From an optimization exercise on the open Yosys and OpenROAD flow, aimed at small area, a short achievable clock period and few clock cycles per item; shortcuts taken in it are not production practice. At most, simulation tests tie the RTL to the original design; equivalence was not proved. For runs 4 and 5, only the layout was checked, not whether the RTL still works.

`flow/flow/run.sh`:
```
#!/bin/bash
# The standard layout, with plain buf_1 cells as the port buffers
# instead of the delay cells buffer_ports picks on its own.
set -o pipefail
export BUFFER_PORTS_ARGS="-buffer_cell sky130_fd_sc_hd__buf_1"
bash standard.sh > standard.log 2>&1
```
`flow/standard.sh`:
```
#!/bin/bash
# synth_recipe.tcl (not shown) runs the flow's synth.tcl, then flattens the netlist and writes it again
# the make line also repeats each setting of config.mk as NAME=value (left out here)
make -C /OpenROAD-flow-scripts/flow DESIGN_CONFIG=/design/flow/config.mk WORK_HOME=/design/flow/orfs CLKGATE_MAP_FILE= SYNTH_SCRIPT=/design/flow/synth_recipe.tcl "${@:-finish}"
```
`flow/config.mk`:
```
export PLATFORM = sky130hd
export DESIGN_NAME = bope_geom
export DESIGN_NICKNAME = bope_geom
export VERILOG_FILES = /design/flow/design.v
export SDC_FILE = /design/flow/constraint.sdc
export NUM_CORES = 4
export LEC_CHECK = 0
export CAP_MARGIN = 20
export CORE_MARGIN = 2
export CORE_UTILIZATION = 40
export SLEW_MARGIN = 20
```
`flow/constraint.sdc`:
```
create_clock -name core_clock -period 22.0 [get_ports {clk}]
set_input_delay 4.4000 -clock core_clock [delete_from_list [all_inputs] [get_ports {clk}]]
set_output_delay 4.4000 -clock core_clock [all_outputs]
set_load 0.01 [all_outputs]
```
`flow/design.v`:
```
module bope_geom (
    input  wire        clk,
    input  wire        rst,         
    input  wire        in_valid,
    output wire        in_ready,
    input  wire [1:0]  in_op,       
    input  wire [31:0] in_arg0,     
    input  wire [31:0] in_arg1,     
    input  wire [31:0] in_arg2,     
    input  wire [31:0] in_arg3,     
    input  wire [31:0] in_arg4,     
    output reg         out_valid,
    input  wire        out_ready,
    output reg  [3:0]  out_err,
    output wire [31:0] out_res0,
    output wire [31:0] out_res1,
    output wire [31:0] out_res2
);
    localparam OP_VALIDATE  = 2'd0;
    localparam OP_GEOM      = 2'd1;
    localparam OP_PIXADDR   = 2'd2;
    localparam OP_BYTEXFORM = 2'd3;
    localparam ERR_NONE        = 4'd0;
    localparam ERR_INVALID_FMT = 4'd1;
    localparam ERR_UNSUPPORTED = 4'd5;
    localparam ERR_CONTRACT    = 4'd7;
    localparam ERR_ILLEGAL     = 4'd8;
    reg  k_v;                        
    wire adv = !k_v;                 
    assign in_ready = adv;
    reg         q_v;
    reg  [1:0]  q_op;
    reg  [21:0] q_a0;                
    reg         q_bad;               
    reg         q_pad8, q_pad16, q_pad32;
    reg  [15:0] q_w, q_h;
    reg  [15:0] q_x, q_y;
    reg         q_xhi, q_yhi;        
    reg  [5:0]  q_k;
    reg         q_khi;               
    always @(posedge clk) begin
        if (rst)      q_v <= 1'b0;
        else if (adv) q_v <= in_valid;
    end
    always @(posedge clk) begin
        if (adv) begin
            q_op    <= in_op;
            q_a0    <= in_arg0[21:0];
            q_bad   <= (in_op == OP_BYTEXFORM) ? (in_arg0[31:10] != 22'd0)
                                               : ((in_arg0[23:22] != 2'd0) || (in_arg0[31:30] != 2'd0));
            q_pad8  <= (in_arg0[29:24] == 6'd8);
            q_pad16 <= (in_arg0[29:24] == 6'd16);
            q_pad32 <= (in_arg0[29:24] == 6'd32);
            q_w     <= in_arg1[15:0];
            q_h     <= in_arg1[31:16];
            q_x     <= in_arg2[15:0];
            q_xhi   <= (in_arg2[31:16] != 16'd0);
            q_y     <= in_arg3[15:0];
            q_yhi   <= (in_arg3[31:16] != 16'd0);
            q_k     <= in_arg4[5:0];
            q_khi   <= (in_arg4[31:6] != 26'd0);
        end
    end
    wire [5:0] f_depth  = q_a0[5:0];
    wire       f_bo_msb = q_a0[6];
    wire       f_bi_msb = q_a0[7];
    wire [5:0] f_bpp    = q_a0[13:8];
    wire [1:0] f_family = q_a0[15:14];
    wire [5:0] f_unit   = q_a0[21:16];
    wire       fmt_unsupported = f_family[1];
    wire       is_pk           = f_family[0];    
    reg [5:0] def_unit;
    always @(*) begin
        if (!is_pk)             def_unit = 6'd32;
        else if (f_bpp == 6'd1) def_unit = 6'd32;
        else if (f_bpp < 6'd8)  def_unit = 6'd8;
        else                    def_unit = f_bpp;
    end
    wire [5:0] unit_d = (f_unit == 6'd0) ? def_unit : f_unit;
    wire pad_ok     = q_pad8 | q_pad16 | q_pad32;
    wire pad_ge_bpp = (q_pad8 & (f_bpp <= 6'd8)) | (q_pad16 & (f_bpp <= 6'd16)) |
                      (q_pad32 & (f_bpp <= 6'd32));
    function validate;
        input [5:0] depth;
        input [5:0] bpp;
        input [5:0] unit;
        input       is_packed;
        reg ok_common, ok_planar, ok_packed;
        begin
            ok_common = (depth <= bpp) && (bpp <= unit) && pad_ok;
            ok_planar = (unit == 6'd8 || unit == 6'd16 || unit == 6'd32) && pad_ge_bpp;
            ok_packed = (bpp == 6'd4 && unit == 6'd8) ||
                        ((bpp == 6'd8 || bpp == 6'd16 || bpp == 6'd24 || bpp == 6'd32) &&
                         unit == bpp);
            validate = ok_common && (is_packed ? ok_packed : ok_planar);
        end
    endfunction
    wire valid_raw = validate(f_depth, f_bpp, f_unit, is_pk);
    wire valid_def = validate(f_depth, f_bpp, unit_d, is_pk);
    wire [15:0] width  = q_w;
    wire [15:0] height = q_h;
    wire pk_b4  = f_bpp[2];
    wire pk_b24 = f_bpp[4] & f_bpp[3];
    wire pk_b8  = f_bpp[3] & ~f_bpp[4];
    wire pk_b16 = f_bpp[4] & ~f_bpp[3];
    reg [20:0] line_bits;
    always @(*) begin
        if (!is_pk)      line_bits = {5'd0, width};
        else if (pk_b4)  line_bits = {3'd0, width, 2'd0};
        else if (pk_b8)  line_bits = {2'd0, width, 3'd0};
        else if (pk_b16) line_bits = {1'd0, width, 4'd0};
        else if (pk_b24) line_bits = {1'd0, width, 4'd0};
        else             line_bits = {width, 5'd0};
    end
    wire [20:0] line_b24 = (is_pk & pk_b24) ? {2'd0, width, 3'd0} : 21'd0;
    wire        pad16 = q_pad16;
    wire        pad32 = q_pad32;
    wire [20:0] lb_up = line_bits + line_b24 + {16'd0, pad32, pad32 | pad16, 3'b111};
    wire [17:0] stride = {lb_up[20:5], lb_up[4] & ~pad32, lb_up[3] & ~(pad16 | pad32)};
    wire [15:0] px = q_x;
    wire [15:0] py = q_y;
    wire [5:0]  pk = q_k;
    wire in_bounds = !q_xhi && (px < width) && !q_yhi && (py < height);
    wire plane_ok  = !q_khi && (pk < f_depth);
    reg [1:0] fmask;
    always @(*) begin
        if (!f_bo_msb)             fmask = 2'd0;
        else if (unit_d == 6'd16)  fmask = 2'd1;
        else if (unit_d == 6'd32)  fmask = 2'd3;
        else                       fmask = 2'd0;
    end
    wire [2:0]  pl_bitpos   = f_bi_msb ? (3'd7 - px[2:0]) : px[2:0];
    wire [5:0]  pl_planebit = f_bi_msb ? (f_depth - 6'd1 - pk) : pk;
    wire        pk_hi       = (px[0] == 1'b0) == f_bo_msb;
    reg [17:0] x_bytes;
    always @(*) begin
        if (!is_pk)      x_bytes = {5'd0, px[15:5], px[4:3] ^ fmask};
        else if (pk_b4)  x_bytes = {3'd0, px[15:1]};
        else if (pk_b8)  x_bytes = {2'd0, px};
        else if (pk_b16) x_bytes = {1'd0, px, 1'b0};
        else if (pk_b24) x_bytes = {1'd0, px, 1'b0} + {2'd0, px};
        else             x_bytes = {px, 2'd0};
    end
    wire [7:0] xb  = q_a0[7:0];
    wire [7:0] xb1 = q_a0[8] ? {xb[0], xb[1], xb[2], xb[3], xb[4], xb[5], xb[6], xb[7]} : xb;
    wire [7:0] xb2 = q_a0[9] ? {xb1[3:0], xb1[7:4]} : xb1;
    reg  [3:0]  s_err;
    reg         s_use;       
    reg  [17:0] s_c;
    reg  [5:0]  s_r1;        
    reg  [5:0]  s_r2;        
    always @(*) begin
        s_err = ERR_NONE;
        s_use = 1'b0;
        s_c   = 18'd0;
        s_r1  = 6'd0;
        s_r2  = 6'd0;
        case (q_op)
            OP_VALIDATE: begin
                if (q_bad)                s_err = ERR_ILLEGAL;
                else if (fmt_unsupported) s_err = ERR_UNSUPPORTED;
                else                      s_c   = {17'd0, valid_raw};
            end
            OP_GEOM: begin
                if (q_bad)                s_err = ERR_ILLEGAL;
                else if (fmt_unsupported) s_err = ERR_UNSUPPORTED;
                else if (!valid_def)      s_err = ERR_INVALID_FMT;
                else                      s_use = 1'b1;
            end
            OP_PIXADDR: begin
                if (q_bad)                        s_err = ERR_ILLEGAL;
                else if (fmt_unsupported)         s_err = ERR_UNSUPPORTED;
                else if (!valid_def)              s_err = ERR_INVALID_FMT;
                else if (!in_bounds)              s_err = ERR_CONTRACT;
                else if (!is_pk && !plane_ok)     s_err = ERR_CONTRACT;
                else begin
                    s_use = 1'b1;
                    s_c   = x_bytes;
                    if (!is_pk) begin
                        s_r1 = {3'b001, pl_bitpos};
                        s_r2 = pl_planebit;
                    end else if (pk_b4) begin
                        s_r1 = {3'b001, pk_hi, 2'b00};
                    end else begin
                        s_r1 = {f_bpp[5:3], 3'b000};
                    end
                end
            end
            default: begin  
                if (q_bad)                s_err = ERR_ILLEGAL;
                else                      s_c   = {10'd0, xb2};
            end
        endcase
    end
    wire [17:0] s_s = s_use ? stride : 18'd0;
    wire        op_geom = (q_op == OP_GEOM);
    wire [4:0]  s_d  = op_geom ? (is_pk ? 5'd1 : f_depth[4:0]) : (is_pk ? 5'd0 : pk[4:0]);
    wire        d_32 = op_geom & ~is_pk & f_depth[5];
    wire [20:0] s_a  = d_32 ? {height, 5'd0} : (op_geom ? 21'd0 : {5'd0, py});
    wire [20:0] s_m  = height * s_d + s_a;
    reg        v1;
    reg [3:0]  r_err;
    reg        r_geom;
    reg [17:0] r_s;
    reg [20:0] r_m;
    reg [17:0] r_c;
    reg [11:0] r_sm;         
    always @(posedge clk) begin
        if (rst)      v1 <= 1'b0;
        else if (adv) v1 <= q_v;
    end
    always @(posedge clk) begin
        if (adv) begin
            r_err  <= s_err;
            r_geom <= op_geom;
            r_s    <= s_s;
            r_m    <= s_m;
            r_c    <= s_c;
            r_sm   <= {s_r2, s_r1};
        end
    end
    wire [33:0] p;
    booth_mac #(.NA(18), .NB(21), .NC(18), .W(34)) u_p (.a(r_s), .b(r_m), .c(r_c), .p(p));
    wire [17:0] x = r_geom ? r_s : {6'd0, r_sm};
    wire out_free = !out_valid || out_ready;
    reg        k_geom;
    reg [3:0]  k_err;
    reg [33:0] k_p;
    reg [17:0] k_x;
    always @(posedge clk) begin
        if (rst) k_v <= 1'b0;
        else     k_v <= !out_free && (k_v || v1);
    end
    always @(posedge clk) begin
        if (adv) begin
            k_geom <= r_geom;
            k_err  <= r_err;
            k_p    <= p;
            k_x    <= x;
        end
    end
    reg        o_geom;
    reg [33:0] o_p;
    reg [17:0] o_x;
    always @(posedge clk) begin
        if (rst)           out_valid <= 1'b0;
        else if (out_free) out_valid <= k_v || v1;
    end
    always @(posedge clk) begin
        if (out_free) begin
            o_geom  <= k_v ? k_geom : r_geom;
            out_err <= k_v ? k_err  : r_err;
            o_p     <= k_v ? k_p    : p;
            o_x     <= k_v ? k_x    : x;
        end
    end
    assign out_res0 = o_geom ? {14'd0, o_x} : o_p[31:0];
    assign out_res1 = o_geom ? o_p[31:0] : {21'd0, o_x[5:3], 5'd0, o_x[2:0]};
    assign out_res2 = o_geom ? {30'd0, o_p[33:32]} : {26'd0, o_x[11:6]};
endmodule
module booth_mac #(parameter NA = 16, NB = 16, NC = 16, W = 32) (
    input  wire [NA-1:0] a,
    input  wire [NB-1:0] b,
    input  wire [NC-1:0] c,
    output wire [W-1:0]  p
);
    localparam ND = (NB + 2) / 2;
    wire [2*ND:0] bx = {{(2*ND-NB){1'b0}}, b, 1'b0};
    wire [W-1:0]  acc [0:ND];
    function [W-1:0] kconst;
        input dummy;
        integer j;
        reg [W+2*ND+NA+2:0] k;
        begin
            k = 0;
            for (j = 0; j < ND; j = j + 1)
                k = k + ({{(W+2*ND+NA+2){1'b0}}, 1'b1} << (NA + 1 + 2*j));
            kconst = -k[W-1:0];
        end
    endfunction
    genvar i;
    generate
        for (i = 0; i < ND; i = i + 1) begin : g_row
            wire bl  = bx[2*i];
            wire bm  = bx[2*i+1];
            wire bh  = bx[2*i+2];
            wire neg = bh & ~(bm & bl);
            wire one = bm ^ bl;
            wire two = (bh & ~bm & ~bl) | (~bh & bm & bl);
            wire [NA:0]   x   = ({(NA+1){one}} & {1'b0, a}) | ({(NA+1){two}} & {a, 1'b0});
            wire [NA+1:0] row = {~neg, x ^ {(NA+1){neg}}};
            wire [W+NA+2*ND:0] rs = {{(W+2*ND){1'b0}}, row} << (2*i);
            wire [W+2*ND:0]    ns = {{(W+2*ND){1'b0}}, neg} << (2*i);
            assign acc[i+1] = acc[i] + rs[W-1:0] + ns[W-1:0];
        end
    endgenerate
    assign acc[0] = kconst(1'b0) + c;
    assign p = acc[ND];
endmodule
```
==> flow_metrics.env, run 1 <==
export IMPL_status="timing/DRC/antenna clean"
export IMPL_rows=97
export IMPL_worstReg2RegStart="r_m[1]$_DFFE_PN_"
export IMPL_ant_nets=0
export IMPL_worst_setup_path_start_kind="flop"
export IMPL_worstSetupPathType="reg -> reg"
export IMPL_setup_tns_ns=0
export IMPL_stdcell_count=3966
export IMPL_register_area_mm2=0.00819
export IMPL_start_util_pct=40.4
export IMPL_grt_pass1_vias=20200
export IMPL_synth_edf_count=232
export IMPL_drive_gt1_share_pct=6.25
export IMPL_finalCriticalPeriod_ns=7.04
export IMPL_maxCapViolations=0
export IMPL_cp_data_arrival_time_ns=7.29
export IMPL_finalMaxSlewViolations=0
export IMPL_r2r_slack_ns=14.96
export IMPL_multi_input_area_mm2=0.0183
export IMPL_hold_start="k_p[29]$_DFF_P_"
export IMPL_async_flop_share_pct=0
export IMPL_dpl_hpwl_um=53900
export IMPL_postSynthCellCount=2841
export IMPL_grt_setup_unrepaired="false"
export IMPL_worstReg2RegEnd="o_p[25]$_DFFE_PP_"
export IMPL_n_fill_cell=6791
export IMPL_cts_root_buffer="clkbuf_16"
export IMPL_path_cells="ha_1 > a22oi_1 > xnor2_1 > fa_1 > inv_1 > fa_1 > fa_1 > ha_1 > ha_1 > ha_1 > fa_1 > a211o_1 > nor3b_1 > o311a_1 > nor2_1 > o21ai_0 > a21o_1 > a21oi_1 > xor2_1 > o21ai_0"
export IMPL_cts_resized=0
export IMPL_cts_made_buffers=35
export IMPL_cts_tree="yes"
export IMPL_tightest_slew_ns=1.20
export IMPL_worst_path_max_fanout=24
export IMPL_diodes=0
export IMPL_wl_um=70800
export IMPL_design_area_mm2=0.0312
export IMPL_crit_required_ns=22.26
export IMPL_ff2ff_path_depth=20
export IMPL_skew_ns=0.0307
export IMPL_ctsHoldBuffers=0
export IMPL_fin_util_pct=44.5
export IMPL_setup_viol_count_final=0
export IMPL_die_w_um=270
export IMPL_worst_hold_path_type="reg -> reg"
export IMPL_drt_initial_drc_count=1452
export IMPL_cts_buffer_depth=3
export IMPL_io_pins=268
export IMPL_final_cell_mix="inv_1, buf_1, nand2_1"
export IMPL_holdPathStages=2
export IMPL_syn_area_mm2=0.0283
export IMPL_core_area_mm2=0.0700
export IMPL_dr_pass1_iters=7
export IMPL_endpoint_kind="flop"
export IMPL_wire_per_inst_um=17.8
export IMPL_ys_ff_latch=293
export IMPL_dpl_cell_area_mm2=0.0300
export IMPL_dp_cells=3903
export IMPL_hold_end="k_p[29]$_DFF_P_"
export IMPL_chipHeight_um=270
export IMPL_fin_nets=3626
export IMPL_ys_seq_area_share_pct=29.0
export IMPL_max_freq_mhz=142
export IMPL_place_gp_congestion=0.862
export IMPL_grt_total_usage_pct=19.1
export IMPL_num_vias=20600
export IMPL_clkLatencyLatePin_ns=0.56
export IMPL_path_clk_slew_ns=0.07
export IMPL_final_common_cell="inv_1"
export IMPL_grt_overflow=0
export IMPL_synthFlopType="edfxtp_1"
export IMPL_cpMaxStageDelayCell="ha_1"
export IMPL_clock_sinks=293
export IMPL_io_buffers=241
export IMPL_synth_cell_types=84
export IMPL_syn_area_per_cell_um2=9.95
export IMPL_vias_per_cell=5.20
export IMPL_die_area_mm2=0.0728
export IMPL_antenna_found_initial=0
export IMPL_syn_to_final_growth_pct=10.2
export IMPL_drc=0
export IMPL_grt_max_degree=71
export IMPL_cp_slowest_stage_delay_ns=0.87
export IMPL_slew_headroom_pct=20.1
export IMPL_grt_pass1_wl_um=113000
export IMPL_yosysWarnings=2
export IMPL_fin_crit_sh_pct=32.0
export IMPL_hold_viol=0
export IMPL_cts_setup_buffers=0
export IMPL_htreeDepth=2
-- area by class of cell --
type	count	area share, %
inverter	301	3.64
clock inverter	16	0.502
multi-input combinational	2087	58.7
clock buffer	47	3.22
timing repair buffer	282	3.89
tap	940	3.77
sequential	293	26.3
-- per-stage QoR --
step / setup WS [ns] / hold slack [ns]
floorplan: 13.45 / 0.423
global route: 14.56 / 0.490
finish: 14.96 / 0.466
global placement: 15.12 / 0.446
detailed placement: 15.02 / 0.455
CTS: 14.97 / 0.470
-- critical path: cells and delay by family, from the launching register on --
kind | cells | cell delay (ns)
AOI/OAI and AO/OA | 7 | 1.54
xor gates and xnor gates | 2 | 0.36
adders and majority gates | 8 | 3.63
buffers and inverters | 1 | 0.05
DFF | 1 | 0.75
and+or+nand+nor | 2 | 0.39
-- worst max-delay path by stage --
stage,startpoint,endpoint,slack (ns),cells after the start
final,r_m[1]$_DFFE_PN_,o_p[25]$_DFFE_PP_,14.96,20
after global routing,r_m[1]$_DFFE_PN_,o_p[25]$_DFFE_PP_,14.56,20
after global placement,r_m[1]$_DFFE_PN_,o_p[25]$_DFFE_PP_,15.12,20
after CTS,r_m[1]$_DFFE_PN_,o_p[25]$_DFFE_PP_,14.97,20
after floorplan,k_v$_SDFF_PP0_,in_ready,13.45,3
after detailed placement,r_m[1]$_DFFE_PN_,o_p[25]$_DFFE_PP_,15.02,20
-- cell families (layout without fill, tap and decap cells) --
family	after synthesis	count (layout)	synth area share, %
fa+ha+maj	460	460	26.2
other cells	1	26	0.0133
mux	117	117	4.99
xor+xnor	254	254	7.87
simple gates	653	653	11.3
compound gates	577	577	13.8
flops	293	293	29.0
buf+inv	486	646	6.83
-- Yosys cell counts, drive strengths merged (5+ instances only) --
cell type,count,area share (%)
inv,301,4.0
nand2,240,3.2
ha,239,11
edfxtp,232,25
fa,221,16
a22oi,169,4.5
xnor2,145,4.5
o21ai,133,2.4
clkbuf,132,1.8
nor2,115,1.5
xor2,109,3.4
a21oi,89,1.6
nor3,63,1.2
dfxtp,61,4.3
mux2i,60,2.1
and2,54,1.2
buf,53,1.1
nor2b,44,0.97
mux2,42,1.7
a21o,29,0.77
nor4,25,0.66
nand3,24,0.44
o21a,24,0.64
and3,20,0.44
a211oi,19,0.50
nand4,18,0.44
mux4,15,1.2
a22o,13,0.40
nand2b,13,0.29
a31oi,12,0.29
o21bai,8,0.21
o22ai,8,0.18
o31ai,8,0.21
a2111oi,7,0.29
nor3b,7,0.19
or2,7,0.15
or3,7,0.17
a211o,6,0.19
o2111ai,6,0.19
o211ai,6,0.16
nand3b,5,0.13
o211a,5,0.18
-- routing by layer --
metal  up-vias  GRT usage [%]  routed length (um)
met3        70           2.77                4070
met1      9756           27.7               33500
met4         0           4.80                1530
met5         -              0                   0
li1      10200              -                   -
met2       627           30.1               31600
-- state kept, by name (all words and copies together) (netlist names), 16 cells and up --
name  flops
k_p      34
k_x      18
o_p      34
o_x      18
q_a0     22
q_h      16
q_w      16
q_x      16
q_y      16
r_c      18
r_m      21
r_s      18
Testbench counts, summed over its fixed seeds: cycles 24,024, items 24,000.
==> run 2: changes to the inputs <==
==> flow/flow/run.sh (replaced) <==
#!/bin/bash
# The standard layout, with plain buf_1 cells as the port buffers
# instead of the delay cells buffer_ports picks on its own, and repair_timing
# (after CTS and after global routing) aiming well past the 0-slack mark.
set -o pipefail
export BUFFER_PORTS_ARGS="-buffer_cell sky130_fd_sc_hd__buf_1"
export SETUP_SLACK_MARGIN=16
bash standard.sh > standard.log 2>&1
==> flow_metrics.env, run 2 <==
export IMPL_rows=97
export IMPL_cp_top_family="buffers and inverters"
export IMPL_status="timing/DRC/antenna clean"
export IMPL_maxCapViolations=0
export IMPL_worst_path_buf_inv=4
export IMPL_ys_ff_latch=293
export IMPL_cpMaxStageDelayCell="edfxtp_1"
export IMPL_drive_gt1_share_pct=16.1
export IMPL_dr_pass1_iters=6
export IMPL_syn_to_final_growth_pct=19.6
export IMPL_cts_made_buffers=34
export IMPL_cts_tree="yes"
export IMPL_io_pins=268
export IMPL_slew_headroom_pct=37.4
export IMPL_io_buffers=241
export IMPL_skew_ns=0.0220
export IMPL_tightest_slew_ns=0.939
export IMPL_yosysTopAreaCellShare_pct=24.6
export IMPL_ff2ff_path_depth=20
export IMPL_hold_viol=0
export IMPL_antenna_found_initial=0
export IMPL_synth_cell_types=84
export IMPL_finalCriticalPeriod_ns=6.18
export IMPL_chipHeight_um=270
export IMPL_synthTopCellsByArea="edfxtp_1, fa_1, ha_1"
export IMPL_start_util_pct=40.4
export IMPL_cp_data_arrival_time_ns=1.78
export IMPL_clock_sinks=293
export IMPL_clkLatencyLatePin_ns=0.56
export IMPL_synth_edf_count=232
export IMPL_hold_start="k_p[29]$_DFF_P_"
export IMPL_worst_slack_ns=15.82
export IMPL_ctsHoldBuffers=0
export IMPL_place_gp_congestion=0.854
export IMPL_finalMaxSlewViolations=0
export IMPL_vias_per_cell=5.37
export IMPL_wire_per_inst_um=19.4
export IMPL_cts_buffer_depth=3
export IMPL_worst_path_max_fanout=7
export IMPL_htreeDepth=2
export IMPL_grt_setup_unrepaired="true"
export IMPL_syn_area_mm2=0.0283
export IMPL_setup_tns_ns=0
export IMPL_place_ws_ns=15.06
export IMPL_worstReg2RegEnd="o_p[33]$_DFFE_PP_"
export IMPL_grt_overflow=0
export IMPL_crit_required_ns=17.60
export IMPL_num_vias=22000
export IMPL_yosysWarnings=2
export IMPL_core_area_mm2=0.0700
export IMPL_fin_crit_sh_pct=28.1
export IMPL_die_w_um=270
export IMPL_syn_area_per_cell_um2=9.95
export IMPL_setup_viol_count_final=0
export IMPL_postSynthCellCount=2841
export IMPL_drc=0
export IMPL_final_cell_mix="inv_1, nand2_1, edfxtp_1"
export IMPL_worstReg2RegStart="r_m[8]$_DFFE_PN_"
export IMPL_synth_most_common_cell="inv_1"
export IMPL_synth_top_cell_by_area="edfxtp_1"
export IMPL_grt_max_degree=68
export IMPL_path_clk_slew_ns=0.06
export IMPL_top_regs="k_p: 34 flops, o_p: 34 flops, q_a0: 22 flops"
export IMPL_worst_setup_path_start_kind="flop"
export IMPL_wl_um=79400
export IMPL_max_freq_mhz=162
export IMPL_die_area_mm2=0.0728
export IMPL_cp_slowest_stage_delay_ns=0.43
export IMPL_grt_pass1_wl_um=122000
export IMPL_dpl_hpwl_um=54200
export IMPL_synth_common_cells="inv_1, nand2_1, ha_1"
export IMPL_synthFlopType="edfxtp_1"
export IMPL_ant_nets=0
export IMPL_worstSetupPathType="reg -> out"
export IMPL_holdPathStages=2
export IMPL_worst_hold_path_type="reg -> reg"
export IMPL_drt_initial_drc_count=1812
export IMPL_hold_end="k_p[29]$_DFF_P_"
export IMPL_ys_seq_area_share_pct=29.0
export IMPL_grt_total_usage_pct=20.9
export IMPL_fin_nets=3752
export IMPL_grt_pass1_vias=21500
export IMPL_path_cells="buf_12 > buf_12 > clkbuf_16 > and2_4 > buf_6"
export IMPL_final_common_cell="inv_1"
export IMPL_diodes=0
export IMPL_endpoint_kind="output port"
export IMPL_async_flop_share_pct=0
export IMPL_r2r_slack_ns=15.93
export IMPL_cts_root_buffer="clkbuf_16"
export IMPL_cp_common_cell="buf_12"
run 2: how the worst max path moves through the flow:
stage | depth (start not counted) | endpoint | startpoint | slack, ns
3_5_place_dp | 19 | o_p[33]$_DFFE_PP_ | r_m[1]$_DFFE_PN_ | 15.06
6_report | 5 | out_res1[6] | o_geom$_DFFE_PP_ | 15.82
5_1_grt | 25 | o_p[32]$_DFFE_PP_ | r_m[5]$_DFFE_PN_ | 15.73
3_3_place_gp | 21 | o_p[33]$_DFFE_PP_ | r_m[1]$_DFFE_PN_ | 15.13
2_1_floorplan | 3 | in_ready | k_v$_SDFF_PP0_ | 15.04
4_1_cts | 5 | out_res1[3] | o_geom$_DFFE_PP_ | 15.85
run 2: cell families (layout without fill, tap and decap cells):
kind of cell             Yosys count  after routing  share of synthesized area (%)
other                              1             26                         0.0133
multiplexers                     117            117                           4.99
adder cells (fa/ha/maj)          460            460                           26.2
AO/OA/AOI/OAI                    577            577                           13.8
XOR/XNOR                         254            254                           7.87
buffers and inverters            486            771                           6.83
AND/OR/NAND/NOR                  653            654                           11.3
flip-flops                       293            293                           29.0
run 2: worst min-delay path: stages, from the launching register on:
cell	delay, ns
dfxtp_1	0.30
nand2_1	0.05
o21ai_1	0.06
run 2: layout make-up:
class / count / area (um2)
flip-flops and latches: 293 / 8190
clock buffers: 42 / 963
inverters: 301 / 1140
clock inverters: 20 / 213
multi-input cells: 2088 / 19100
repair buffers: 408 / 3050
well taps: 940 / 1180
fillers: 6442 / 36200
run 2: metrics by stage:
| stage | std cells | hold slack, ns | utilization, % | area, um2 |
|---|---|---|---|---|
| 2_1_floorplan | 2866 | 0.423 | - | 28400 |
| 3_3_place_gp | 3904 | 0.447 | 42.8 | 30000 |
| 3_5_place_dp | 3905 | 0.456 | 42.9 | 30000 |
| 4_1_cts | 4059 | 0.468 | 46.7 | 32700 |
| 5_1_grt | 4092 | 0.487 | 48.3 | 33800 |
| 6_report | 4092 | 0.462 | 48.3 | 33800 |
run 2: layer usage:
layer / part of all wire [%] / GRT usage, % / routed length (um)
met4: 3.3 / 7.63 / 2630
met5: 0 / 0 / 0
met3: 6.6 / 2.87 / 5270
met1: 44 / 29.3 / 35200
met2: 46 / 33.1 / 36300
run 2: repair_timing:
item,CTS,global route
endpoints found under the setup margin,118,99
endpoints found under the hold margin,0,0
gates resized for setup,120,218
gates cloned,5,9
buffers inserted,87,24
pin swaps,41,53
==> run 3: changes to the inputs <==
--- a/flow/config.mk
+++ b/flow/config.mk
@@ -9,3 +9,5 @@
 export CORE_MARGIN = 2
-export CORE_UTILIZATION = 40
+export CORE_UTILIZATION = 60
+export CTS_BUF_LIST = sky130_fd_sc_hd__clkbuf_4 sky130_fd_sc_hd__clkbuf_8
+export PLACE_DENSITY = 0.72
 export SLEW_MARGIN = 20
==> flow_metrics.env, run 3 <==
export IMPL_fin_nets=3793
export IMPL_top_regs="k_p: 34 flops, o_p: 34 flops, q_a0: 22 flops"
export IMPL_setup_viol_count_final=0
export IMPL_start_util_pct=60.7
export IMPL_grt_max_degree=109
export IMPL_synth_most_common_cell="inv_1"
export IMPL_antenna_found_initial=1
export IMPL_rows=79
export IMPL_final_cell_mix="inv_1, nand2_1, edfxtp_1"
export IMPL_place_gp_congestion=0.932
export IMPL_fin_crit_sh_pct=28.4
export IMPL_cts_made_buffers=48
export IMPL_synth_edf_count=232
export IMPL_dpl_cell_area_mm2=0.0295
export IMPL_drive_gt1_share_pct=16.9
export IMPL_final_common_cell="inv_1"
export IMPL_hold_viol=0
export IMPL_grt_pass1_wl_um=120000
export IMPL_multi_input_area_mm2=0.0193
export IMPL_grt_total_usage_pct=30.6
export IMPL_path_clk_slew_ns=0.06
export IMPL_wl_um=79800
export IMPL_syn_area_mm2=0.0283
export IMPL_async_flop_share_pct=0
export IMPL_setup_tns_ns=0
export IMPL_cts_tree="yes"
export IMPL_slew_headroom_pct=31.3
export IMPL_die_w_um=221
export IMPL_tightest_slew_ns=1.03
export IMPL_cp_data_arrival_time_ns=6.70
export IMPL_yosysTopAreaCellShare_pct=24.6
export IMPL_synthFlopType="edfxtp_1"
export IMPL_grt_pass1_vias=22400
export IMPL_synth_top_cell_by_area="edfxtp_1"
export IMPL_worst_setup_path_start_kind="flop"
export IMPL_syn_area_per_cell_um2=9.95
export IMPL_wire_per_inst_um=20.9
export IMPL_register_area_mm2=0.00819
export IMPL_worstSetupPathType="reg -> reg"
export IMPL_clock_sinks=293
export IMPL_worst_path_max_fanout=6
export IMPL_cts_buffer_depth=3
export IMPL_crit_required_ns=22.45
export IMPL_finalCriticalPeriod_ns=6.25
export IMPL_status="timing/DRC/antenna clean"
export IMPL_dr_pass1_iters=6
export IMPL_drt_initial_drc_count=2611
export IMPL_syn_to_final_growth_pct=18.0
export IMPL_ys_seq_area_share_pct=29.0
export IMPL_vias_per_cell=6.02
export IMPL_cts_root_buffer="clkbuf_8"
export IMPL_design_area_mm2=0.0334
export IMPL_postSynthCellCount=2841
export IMPL_ys_ff_latch=293
export IMPL_synth_cell_types=84
export IMPL_skew_ns=0.0507
export IMPL_synthTopCellsByArea="edfxtp_1, fa_1, ha_1"
export IMPL_grt_overflow=0
export IMPL_endpoint_kind="flop"
export IMPL_core_area_mm2=0.0466
export IMPL_max_freq_mhz=160
export IMPL_worst_hold_path_type="reg -> reg"
export IMPL_io_pins=268
export IMPL_clkLatencyLatePin_ns=0.66
export IMPL_yosysWarnings=2
export IMPL_ant_nets=0
export IMPL_die_area_mm2=0.0489
export IMPL_grt_setup_unrepaired="true"
export IMPL_drc=0
export IMPL_n_fill_cell=3338
export IMPL_io_buffers=241
export IMPL_synth_common_cells="inv_1, nand2_1, ha_1"
export IMPL_fin_util_pct=71.7
export IMPL_finalMaxSlewViolations=0
export IMPL_dpl_hpwl_um=52600
export IMPL_num_vias=22900
export IMPL_chipHeight_um=221
export IMPL_maxCapViolations=0
export IMPL_htreeDepth=2
run 3: changes by cell type in the layout (fill, tap and decap cells not counted), sizes merged:
cell / delta
buf: +40
bufinv: -1
clkbuf: +18
diode: +1
inv: -5
run 3: final timing paths:
path / start / to / slack [ns] / cells after the start
max: r_m[3]$_DFFE_PN_ / o_p[32]$_DFFE_PP_ / 15.75 / 24
min: k_p[28]$_DFF_P_ / k_p[28]$_DFF_P_ / 0.46 / 2
max reg2reg: r_m[3]$_DFFE_PN_ / o_p[32]$_DFFE_PP_ / 15.75 / 24
min reg2reg: k_p[28]$_DFF_P_ / k_p[28]$_DFF_P_ / 0.46 / 2
run 3: repair_timing:
item | CTS | global route
setup endpoints to repair | 115 | 106
pin swaps | 28 | 115
gates cloned | 7 | 5
setup buffers | 97 | 56
hold buffers | 0 | 0
gates resized for setup | 106 | 165
run 3: critical path: stages, from the launching register on:
cell and delay, ns:
edfxtp_1 0.56, nor2_1 0.09, nand2_1 0.12, o21ai_4 0.08, buf_6 0.14, a22oi_1 0.29
xor2_1 0.18, fa_1 0.56, inv_1 0.05, fa_1 0.51, fa_1 0.44, fa_1 0.50
inv_1 0.06, fa_1 0.51, inv_2 0.05, ha_4 0.25, a21o_1 0.18, a21oi_2 0.15
o21ai_1 0.10, o41ai_2 0.28, nand2_1 0.14, o2111ai_2 0.20, nand4_1 0.17, buf_4 0.18
a311oi_2 0.25
run 3: final cells by class:
| type | instances | share of cell area [%] |
|---|---|---|
| Antenna cell | 1 | 0.00750 |
| Timing Repair Buffer | 435 | 8.86 |
| Clock buffer | 73 | 2.67 |
| Inverter | 301 | 3.42 |
| Sequential cell | 293 | 24.6 |
| Multi-Input combinational cell | 2088 | 57.8 |
| Clock inverter | 14 | 0.420 |
| Tap cell | 607 | 2.28 |
run 3: cell families (layout without fill, tap and decap cells):
group | after synthesis | in the layout | synth area share, %
xor+xnor | 254 | 254 | 7.87
compound gates | 577 | 577 | 13.8
other cells | 1 | 27 | 0.0133
fa+ha+maj | 460 | 460 | 26.2
flops | 293 | 293 | 29.0
mux | 117 | 117 | 4.99
simple gates | 653 | 654 | 11.3
buf+inv | 486 | 823 | 6.83
run 3: through the flow:
step | worst slack [ns] | hold WS (ns) | instances
floorplan | 15.04 | 0.423 | 2866
global placement | 15.20 | 0.445 | 3559
detailed placement | 15.06 | 0.453 | 3559
CTS | 15.75 | 0.468 | 3750
global route | 15.50 | 0.475 | 3811
finish | 15.75 | 0.465 | 3812
run 3: per-layer routing:
metal | GRT usage, % | vias to the layer above | part of all wire (%)
li1 | - | 10500 | -
met1 | 41.3 | 10900 | 41
met2 | 49.6 | 1200 | 45
met3 | 5.42 | 311 | 8.8
met4 | 11.6 | 2 | 5.2
met5 | 0 | - | 0.016
==> run 4: changes to the inputs <==
--- a/flow/design.v
+++ b/flow/design.v
@@ -29,3 +29,3 @@
     wire adv = !k_v;                 
-    assign in_ready = adv;
+    assign in_ready = rdy;
     reg         q_v;
@@ -40,2 +40,8 @@
     reg         q_khi;               
+    reg  [4:0]  q_d;                 
+    reg         q_d32;               
+    wire       in_geom = (in_op == OP_GEOM);
+    wire       in_pk   = in_arg0[14];
+    wire [4:0] d_in    = in_geom ? (in_pk ? 5'd1 : in_arg0[4:0]) : (in_pk ? 5'd0 : in_arg4[4:0]);
+    wire       d32_in  = in_geom & ~in_pk & in_arg0[5];
     always @(posedge clk) begin
@@ -61,2 +67,4 @@
             q_khi   <= (in_arg4[31:6] != 26'd0);
+            q_d     <= d_in;
+            q_d32   <= d32_in;
         end
@@ -196,6 +204,6 @@
     wire        op_geom = (q_op == OP_GEOM);
-    wire [4:0]  s_d  = op_geom ? (is_pk ? 5'd1 : f_depth[4:0]) : (is_pk ? 5'd0 : pk[4:0]);
-    wire        d_32 = op_geom & ~is_pk & f_depth[5];
-    wire [20:0] s_a  = d_32 ? {height, 5'd0} : (op_geom ? 21'd0 : {5'd0, py});
-    wire [20:0] s_m  = height * s_d + s_a;
+    wire [20:0] s_a  = q_d32 ? {height, 5'd0} : (op_geom ? 21'd0 : {5'd0, py});
+    wire [20:0] s_m  = height * q_d + s_a;
+    wire [10:0] m_neg, m_one, m_two;
+    booth_enc #(.NB(21)) u_enc (.b(s_m), .neg(m_neg), .one(m_one), .two(m_two));
     reg        v1;
@@ -204,3 +212,3 @@
     reg [17:0] r_s;
-    reg [20:0] r_m;
+    reg [10:0] r_neg, r_one, r_two;      
     reg [17:0] r_c;
@@ -216,3 +224,5 @@
             r_s    <= s_s;
-            r_m    <= s_m;
+            r_neg  <= m_neg;
+            r_one  <= m_one;
+            r_two  <= m_two;
             r_c    <= s_c;
@@ -222,12 +232,23 @@
     wire [33:0] p;
-    booth_mac #(.NA(18), .NB(21), .NC(18), .W(34)) u_p (.a(r_s), .b(r_m), .c(r_c), .p(p));
-    wire [17:0] x = r_geom ? r_s : {6'd0, r_sm};
+    booth_mac #(.NA(18), .ND(11), .NC(18), .W(34)) u_p (.a(r_s), .neg(r_neg), .one(r_one), .two(r_two),
+                                                      .c(r_c), .p(p));
+    wire [31:0] f_res0 = r_geom ? {14'd0, r_s} : p[31:0];
+    wire [31:0] f_res1 = r_geom ? p[31:0] : {21'd0, r_sm[5:3], 5'd0, r_sm[2:0]};
+    wire [5:0]  f_res2 = r_geom ? {4'd0, p[33:32]} : r_sm[11:6];
     wire out_free = !out_valid || out_ready;
-    reg        k_geom;
+    wire k_v_next = !out_free && (k_v || v1);
+    reg        rdy;              
     reg [3:0]  k_err;
-    reg [33:0] k_p;
-    reg [17:0] k_x;
+    reg [31:0] k_res0, k_res1;
+    reg [5:0]  k_res2;
+    reg [31:0] o_res0, o_res1;
+    reg [5:0]  o_res2;
     always @(posedge clk) begin
-        if (rst) k_v <= 1'b0;
-        else     k_v <= !out_free && (k_v || v1);
+        if (rst) begin
+            k_v <= 1'b0;
+            rdy <= 1'b1;
+        end else begin
+            k_v <= k_v_next;
+            rdy <= !k_v_next;
+        end
     end
@@ -235,11 +256,8 @@
         if (adv) begin
-            k_geom <= r_geom;
             k_err  <= r_err;
-            k_p    <= p;
-            k_x    <= x;
+            k_res0 <= f_res0;
+            k_res1 <= f_res1;
+            k_res2 <= f_res2;
         end
     end
-    reg        o_geom;
-    reg [33:0] o_p;
-    reg [17:0] o_x;
     always @(posedge clk) begin
@@ -250,15 +268,36 @@
         if (out_free) begin
-            o_geom  <= k_v ? k_geom : r_geom;
             out_err <= k_v ? k_err  : r_err;
-            o_p     <= k_v ? k_p    : p;
-            o_x     <= k_v ? k_x    : x;
+            o_res0  <= k_v ? k_res0 : f_res0;
+            o_res1  <= k_v ? k_res1 : f_res1;
+            o_res2  <= k_v ? k_res2 : f_res2;
         end
     end
-    assign out_res0 = o_geom ? {14'd0, o_x} : o_p[31:0];
-    assign out_res1 = o_geom ? o_p[31:0] : {21'd0, o_x[5:3], 5'd0, o_x[2:0]};
-    assign out_res2 = o_geom ? {30'd0, o_p[33:32]} : {26'd0, o_x[11:6]};
+    assign out_res0 = o_res0;
+    assign out_res1 = o_res1;
+    assign out_res2 = {26'd0, o_res2};
 endmodule
-module booth_mac #(parameter NA = 16, NB = 16, NC = 16, W = 32) (
-    input  wire [NA-1:0] a,
+module booth_enc #(parameter NB = 16, ND = (NB + 2) / 2) (
     input  wire [NB-1:0] b,
+    output wire [ND-1:0] neg,
+    output wire [ND-1:0] one,
+    output wire [ND-1:0] two
+);
+    wire [2*ND:0] bx = {{(2*ND-NB){1'b0}}, b, 1'b0};
+    genvar i;
+    generate
+        for (i = 0; i < ND; i = i + 1) begin : g_dig
+            wire bl = bx[2*i];
+            wire bm = bx[2*i+1];
+            wire bh = bx[2*i+2];
+            assign neg[i] = bh & ~(bm & bl);
+            assign one[i] = bm ^ bl;
+            assign two[i] = (bh & ~bm & ~bl) | (~bh & bm & bl);
+        end
+    endgenerate
+endmodule
+module booth_mac #(parameter NA = 16, ND = 8, NC = 16, W = 32) (
+    input  wire [NA-1:0] a,
+    input  wire [ND-1:0] neg,
+    input  wire [ND-1:0] one,
+    input  wire [ND-1:0] two,
     input  wire [NC-1:0] c,
@@ -266,5 +305,3 @@
 );
-    localparam ND = (NB + 2) / 2;
-    wire [2*ND:0] bx = {{(2*ND-NB){1'b0}}, b, 1'b0};
-    wire [W-1:0]  acc [0:ND];
+    wire [W-1:0] acc [0:ND];
     function [W-1:0] kconst;
@@ -283,12 +320,6 @@
         for (i = 0; i < ND; i = i + 1) begin : g_row
-            wire bl  = bx[2*i];
-            wire bm  = bx[2*i+1];
-            wire bh  = bx[2*i+2];
-            wire neg = bh & ~(bm & bl);
-            wire one = bm ^ bl;
-            wire two = (bh & ~bm & ~bl) | (~bh & bm & bl);
-            wire [NA:0]   x   = ({(NA+1){one}} & {1'b0, a}) | ({(NA+1){two}} & {a, 1'b0});
-            wire [NA+1:0] row = {~neg, x ^ {(NA+1){neg}}};
+            wire [NA:0]   x   = ({(NA+1){one[i]}} & {1'b0, a}) | ({(NA+1){two[i]}} & {a, 1'b0});
+            wire [NA+1:0] row = {~neg[i], x ^ {(NA+1){neg[i]}}};
             wire [W+NA+2*ND:0] rs = {{(W+2*ND){1'b0}}, row} << (2*i);
-            wire [W+2*ND:0]    ns = {{(W+2*ND){1'b0}}, neg} << (2*i);
+            wire [W+2*ND:0]    ns = {{(W+2*ND){1'b0}}, neg[i]} << (2*i);
             assign acc[i+1] = acc[i] + rs[W-1:0] + ns[W-1:0];
==> flow/flow/run.sh (replaced) <==
#!/bin/bash
# The standard layout, with plain buf_1 cells as the port buffers
# instead of the delay cells buffer_ports picks on its own.
set -o pipefail
export BUFFER_PORTS_ARGS="-buffer_cell sky130_fd_sc_hd__buf_1"
bash standard.sh > standard.log 2>&1
--- a/flow/config.mk
+++ b/flow/config.mk
@@ -9,5 +9,3 @@
 export CORE_MARGIN = 2
-export CORE_UTILIZATION = 60
-export CTS_BUF_LIST = sky130_fd_sc_hd__clkbuf_4 sky130_fd_sc_hd__clkbuf_8
-export PLACE_DENSITY = 0.72
+export CORE_UTILIZATION = 40
 export SLEW_MARGIN = 20
==> flow_metrics.env, run 4 <==
export IMPL_status="timing/DRC/antenna clean"
export IMPL_holdPathStages=2
export IMPL_endpoint_kind="flop"
export IMPL_dpl_cell_area_mm2=0.0310
export IMPL_synthTopCellsByArea="edfxtp_1, fa_1, ha_1"
export IMPL_hold_end="k_res0[27]$_DFF_P_"
export IMPL_setup_tns_ns=0
export IMPL_hold_viol=0
export IMPL_cts_made_buffers=39
export IMPL_dpl_hpwl_um=57900
export IMPL_setup_viol_count_final=0
export IMPL_drt_initial_drc_count=1998
export IMPL_cts_buffer_depth=3
export IMPL_hold_start="k_res0[27]$_DFF_P_"
export IMPL_syn_area_mm2=0.0294
export IMPL_core_area_mm2=0.0728
export IMPL_crit_required_ns=22.30
export IMPL_maxCapViolations=0
export IMPL_ctsHoldBuffers=0
export IMPL_path_clk_slew_ns=0.06
export IMPL_slew_headroom_pct=28.7
export IMPL_final_cell_mix="inv_1, edfxtp_1, buf_1"
export IMPL_ant_nets=0
export IMPL_worst_path_buf_inv=2
export IMPL_synth_most_common_cell="inv_1"
export IMPL_async_flop_share_pct=0
export IMPL_synthFlopType="edfxtp_1"
export IMPL_cp_common_cell="fa_1"
export IMPL_syn_area_per_cell_um2=10.4
export IMPL_fin_crit_sh_pct=31.9
export IMPL_grt_overflow=0
export IMPL_htreeDepth=2
export IMPL_dp_cells=3894
export IMPL_final_common_cell="inv_1"
export IMPL_cts_setup_buffers=0
export IMPL_grt_max_degree=119
export IMPL_max_freq_mhz=143
export IMPL_r2r_slack_ns=14.99
export IMPL_synth_common_cells="inv_1, edfxtp_1, ha_1"
export IMPL_dr_pass1_iters=6
export IMPL_ys_seq_area_share_pct=32.5
export IMPL_yosysTopAreaCellShare_pct=27.2
export IMPL_wire_per_inst_um=19.1
export IMPL_grt_total_usage_pct=20.1
export IMPL_grt_pass1_vias=21200
export IMPL_worst_hold_path_type="reg -> reg"
export IMPL_n_fill_cell=7038
export IMPL_grt_pass1_wl_um=121000
export IMPL_die_w_um=275
export IMPL_yosysWarnings=2
export IMPL_num_vias=21400
export IMPL_stdcell_count=3965
export IMPL_fin_nets=3602
export IMPL_cp_slowest_stage_delay_ns=1.01
export IMPL_start_util_pct=40.4
export IMPL_worstReg2RegEnd="o_res0[31]$_DFFE_PP_"
export IMPL_diodes=0
export IMPL_clock_sinks=345
export IMPL_die_area_mm2=0.0757
export IMPL_cp_top_family="adder cells"
export IMPL_worstSetupPathType="reg -> reg"
export IMPL_drc=0
export IMPL_cts_tree="yes"
export IMPL_cts_root_buffer="clkbuf_16"
export IMPL_worst_path_max_fanout=23
export IMPL_fin_util_pct=44.2
export IMPL_place_gp_congestion=0.895
export IMPL_syn_to_final_growth_pct=9.47
export IMPL_postSynthCellCount=2842
export IMPL_tightest_slew_ns=1.07
export IMPL_path_cells="a22oi_1 > xnor2_1 > fa_1 > fa_1 > fa_1 > fa_1 > inv_1 > fa_1 > inv_1 > ha_1 > nand2_1 > nor4_1 > o2111ai_1 > a31oi_1 > nor2_1 > a31oi_1 > a31oi_1 > xnor2_1 > a22o_1"
export IMPL_finalMaxSlewViolations=0
export IMPL_wl_um=75900
export IMPL_cp_data_arrival_time_ns=7.31
export IMPL_design_area_mm2=0.0322
export IMPL_synth_cell_types=83
export IMPL_drive_gt1_share_pct=4.46
export IMPL_clkLatencyLatePin_ns=0.58
export IMPL_whs_ns=0.460
export IMPL_io_buffers=241
export IMPL_vias_per_cell=5.41
export IMPL_finalCriticalPeriod_ns=7.01
export IMPL_synth_edf_count=266
export IMPL_io_pins=268
export IMPL_synth_top_cell_by_area="edfxtp_1"
export IMPL_skew_ns=0.0332
export IMPL_worst_setup_path_start_kind="flop"
export IMPL_antenna_found_initial=1
export IMPL_chipHeight_um=275
export IMPL_ys_ff_latch=345
export IMPL_cts_resized=0
export IMPL_grt_setup_unrepaired="false"
export IMPL_cpMaxStageDelayCell="edfxtp_1"
export IMPL_rows=99
export IMPL_ff2ff_path_depth=19
export IMPL_worstReg2RegStart="r_s[9]$_SDFFCE_PN0N_"
[run 4: changes by cell type after synthesis, moves of 14 or more]
| cell | delta |
|---|---|
| nor2b_1 | -17 |
| inv_1 | -18 |
| a22o_1 | +24 |
| dfxtp_1 | +18 |
| nand2_1 | -46 |
| nor4_1 | +14 |
| mux2i_1 | -14 |
| mux2_2 | -30 |
| edfxtp_1 | +34 |
| xor2_1 | -23 |
| xnor2_1 | +32 |
| a22oi_1 | +21 |
| nor2_1 | -15 |
| a21oi_1 | +17 |
[run 4: worst max path at each step]
stage	start	to	depth (start not counted)
after floorplan	out_ready	rdy$_SDFF_PP1_	2
after global placement	r_neg[2]$_DFFE_PN_	o_res0[31]$_DFFE_PP_	19
after detailed placement	r_s[12]$_SDFFCE_PN0N_	o_res0[31]$_DFFE_PP_	20
after CTS	r_s[12]$_SDFFCE_PN0N_	o_res0[31]$_DFFE_PP_	20
after global routing	r_s[12]$_SDFFCE_PN0N_	o_res0[31]$_DFFE_PP_	20
final	r_s[9]$_SDFFCE_PN0N_	o_res0[31]$_DFFE_PP_	19
[run 4: logic make-up (layout without fill, tap and decap cells)]
logic type / after synthesis / after routing / synth area share [%]
other: 1 / 26 / 0.0127
AOI/OAI and AO/OA: 629 / 629 / 14.7
and+or+nand+nor: 591 / 591 / 10.0
xor gates and xnor gates: 263 / 263 / 7.83
adders and majority gates: 460 / 460 / 25.2
muxes: 74 / 74 / 3.25
DFF: 345 / 345 / 32.5
buffers and inverters: 479 / 618 / 6.49
[run 4: metal layers]
metal	part of all wire, %	track usage, %	up-vias
li1	-	-	10300
met1	46	28.6	10400
met2	46	32.1	670
met3	5.8	2.93	96
met4	2.3	5.31	0
met5	0	0	-
[run 4: area by class of cell]
| type | instances | area (um2) | share of cell area [%] |
|---|---|---|---|
| inverters | 284 | 1070 | 3.33 |
| well taps | 959 | 1200 | 3.73 |
| clock inverters | 20 | 186 | 0.579 |
| flip-flops and latches | 345 | 9570 | 29.7 |
| multi-input cells | 2043 | 18000 | 56.0 |
| repair buffers | 263 | 1090 | 3.38 |
| clock buffers | 51 | 1040 | 3.23 |
[run 4: per-stage QoR]
stage / worst slack, ns
4_1_cts: 15.05
3_3_place_gp: 15.22
2_1_floorplan: 15.28
6_report: 14.99
5_1_grt: 14.57
3_5_place_dp: 15.07
[run 4: worst min-delay path, delay by kind of cell (launching register included)]
family / cells / cell delay [ns]
flip-flops: 1 / 0.31
AO/OA/AOI/OAI: 1 / 0.07
AND/OR/NAND/NOR: 1 / 0.05
==> run 5: changes to the inputs <==
==> flow/flow/run.sh (replaced) <==
#!/bin/bash
# The standard layout, with plain buf_1 cells as the port buffers
# instead of the delay cells buffer_ports picks on its own, and repair_timing
# (after CTS and after global routing) aiming well past the 0-slack mark.
set -o pipefail
export BUFFER_PORTS_ARGS="-buffer_cell sky130_fd_sc_hd__buf_1"
export SETUP_SLACK_MARGIN=16
bash standard.sh > standard.log 2>&1
==> flow_metrics.env, run 5 <==
export IMPL_status="timing/DRC/antenna clean"
export IMPL_final_common_cell="inv_1"
export IMPL_yosysTopAreaCellShare_pct=27.2
export IMPL_cp_data_arrival_time_ns=6.32
export IMPL_clkLatencyLatePin_ns=0.58
export IMPL_core_area_mm2=0.0728
export IMPL_setup_tns_ns=0
export IMPL_diodes=0
export IMPL_num_vias=22600
export IMPL_place_gp_congestion=0.905
export IMPL_finalMaxSlewViolations=0
export IMPL_cts_root_buffer="clkbuf_16"
export IMPL_drt_initial_drc_count=1956
export IMPL_endpoint_kind="flop"
export IMPL_cpMaxStageDelayCell="fa_1"
export IMPL_hold_viol=0
export IMPL_worst_setup_path_start_kind="flop"
export IMPL_max_freq_mhz=166
export IMPL_path_cells="buf_12 > buf_4 > a22oi_2 > xor2_1 > fa_1 > inv_1 > fa_1 > fa_1 > fa_1 > inv_1 > fa_1 > inv_1 > ha_4 > o21a_1 > o21ai_2 > nor4_2 > and3_1 > nor2_2 > a21boi_1 > o21a_1 > or2_4 > a221o_1"
export IMPL_cp_common_cell="fa_1"
export IMPL_synth_most_common_cell="inv_1"
export IMPL_ys_ff_latch=345
export IMPL_dpl_hpwl_um=57400
export IMPL_grt_pass1_wl_um=126000
export IMPL_ant_nets=0
export IMPL_synthTopCellsByArea="edfxtp_1, fa_1, ha_1"
export IMPL_syn_area_mm2=0.0294
export IMPL_syn_to_final_growth_pct=16.8
export IMPL_worstSetupPathType="reg -> reg"
export IMPL_io_buffers=241
export IMPL_yosysWarnings=2
export IMPL_rows=99
export IMPL_die_area_mm2=0.0757
export IMPL_grt_overflow=0
export IMPL_synth_cell_types=83
export IMPL_vias_per_cell=5.47
export IMPL_io_pins=268
export IMPL_drive_gt1_share_pct=12.5
export IMPL_clock_sinks=345
export IMPL_wl_um=82000
export IMPL_fin_crit_sh_pct=27.4
export IMPL_slew_headroom_pct=29.9
export IMPL_ys_seq_area_share_pct=32.5
export IMPL_synth_top_cell_by_area="edfxtp_1"
export IMPL_setup_viol_count_final=0
export IMPL_cts_buffer_depth=3
export IMPL_syn_area_per_cell_um2=10.4
export IMPL_async_flop_share_pct=0
export IMPL_grt_max_degree=117
export IMPL_synth_edf_count=266
export IMPL_worst_path_max_fanout=9
export IMPL_die_w_um=275
export IMPL_htreeDepth=2
export IMPL_wire_per_inst_um=19.9
export IMPL_dr_pass1_iters=6
export IMPL_finalCriticalPeriod_ns=6.03
export IMPL_maxCapViolations=0
export IMPL_synth_common_cells="inv_1, edfxtp_1, ha_1"
export IMPL_cts_made_buffers=40
export IMPL_tightest_slew_ns=1.05
export IMPL_grt_setup_unrepaired="true"
export IMPL_cts_tree="yes"
export IMPL_postSynthCellCount=2842
export IMPL_final_cell_mix="inv_1, edfxtp_1, buf_1"
export IMPL_grt_total_usage_pct=21.2
export IMPL_cp_slowest_stage_delay_ns=0.55
export IMPL_dpl_cell_area_mm2=0.0309
export IMPL_chipHeight_um=275
export IMPL_grt_pass1_vias=22200
export IMPL_fin_nets=3764
export IMPL_worst_hold_path_type="reg -> reg"
export IMPL_crit_required_ns=22.29
export IMPL_path_clk_slew_ns=0.06
export IMPL_skew_ns=0.0330
export IMPL_start_util_pct=40.4
export IMPL_drc=0
export IMPL_synthFlopType="edfxtp_1"
export IMPL_ctsHoldBuffers=0
export IMPL_design_area_mm2=0.0344
export IMPL_antenna_found_initial=1
[run 5: what timing repair did]
action / in CTS / in global routing
pin swaps: 8 / 65
gates resized for setup: 29 / 114
buffers inserted: 132 / 30
endpoints found under the hold margin: 0 / 0
endpoints found under the setup margin: 58 / 50
[run 5: kinds of logic (layout without fill, tap and decap cells)]
family	count (synthesis)	after routing	share of synthesized area (%)
other	1	26	0.0127
flip-flops	345	345	32.5
multiplexers	74	74	3.25
buffers and inverters	479	780	6.49
XOR/XNOR	263	263	7.83
AND/OR/NAND/NOR	591	591	10.0
AO/OA/AOI/OAI	629	629	14.7
adder cells (fa/ha/maj)	460	460	25.2
[run 5: metal layers]
layer  vias to the layer above  track usage [%]  share of wire, %
met5                         -                0                 0
met4                         0             6.57               3.2
met3                       169             3.84               7.2
met2                       888             34.4                46
met1                     11000             28.8                43
li1                      10600                -                 -
[run 5: worst max-delay path, delay by kind of cell, from the launching register on]
family | cells | cell delay, ns
and+or+nand+nor | 4 | 0.64
AOI/OAI and AO/OA | 6 | 1.14
adders and majority gates | 6 | 2.70
buffers and inverters | 5 | 0.56
xor gates and xnor gates | 1 | 0.28
DFF | 1 | 0.41
[run 5: layout make-up]
cell class              count  area [um2]
clock buffers              46        1040
clock inverters            26         279
fillers                  6788       38500
inverters                 284        1080
multi-input cells        2043       18600
flip-flops and latches    345        9570
well taps                 959        1200
repair buffers            424        2540
[run 5: final timing paths]
path	start	to	slack (ns)	cells after the start
hold reg to reg	k_res1[27]$_DFF_P_	k_res1[27]$_DFF_P_	0.45	2
setup reg to reg	r_two[4]$_DFFE_PN_	o_res1[28]$_DFFE_PP_	15.97	22
setup / recovery	r_two[4]$_DFFE_PN_	o_res1[28]$_DFFE_PP_	15.97	22
hold / removal	k_res1[27]$_DFF_P_	k_res1[27]$_DFF_P_	0.45	2
[run 5: per-stage QoR]
| step | setup WS (ns) | hold WS (ns) | utilization, % | instances |
|---|---|---|---|---|
| 5_1_grt | 15.78 | 0.478 | 47.2 | 4127 |
| 3_3_place_gp | 15.20 | 0.433 | 42.5 | 3893 |
| 2_1_floorplan | 16.00 | 0.417 | - | 2867 |
| 4_1_cts | 15.98 | 0.446 | 46.1 | 4097 |
| 6_report | 15.97 | 0.448 | 47.2 | 4127 |
| 3_5_place_dp | 15.17 | 0.444 | 42.5 | 3893 |

port drivers added, routing unchanged:
The results above use ideal ports. As a check the final layouts listed here were re-extracted and re-timed, cells and wires unchanged. Step 1 sets driving cells, clkbuf_16 on the clock port and buf_2 on the other inputs (assumed; they add their load-dependent delay and slew). Step 2 also shifts input and output timing later by t, the mid clock arrival at the registers, as if the neighbouring blocks saw the same clock. Three values: ideal ports, drivers, drivers and shift; two values: the first two.
run | t, ns | slack for setup (ns) | latest minus earliest clock arrival (ns)
run 1 | 0.614 | 14.963 / 14.963 / 14.963 | 0.030 / 0.030
run 2 | 0.613 | 15.820 / 15.755 / 15.927 | 0.022 / 0.022
run 3 | 0.690 | 15.753 / 15.727 / 15.753 | 0.051 / 0.052
run 4 | 0.628 | 14.992 / 14.992 / 14.992 | 0.035 / 0.034
run 5 | 0.624 | 15.973 / 15.973 / 15.968 | 0.034 / 0.034
After both steps setup and hold are still met in every run listed. The setup slack of run 5, which loses most, moves by 0.000 ns with the drivers and by -0.005 ns with both steps.
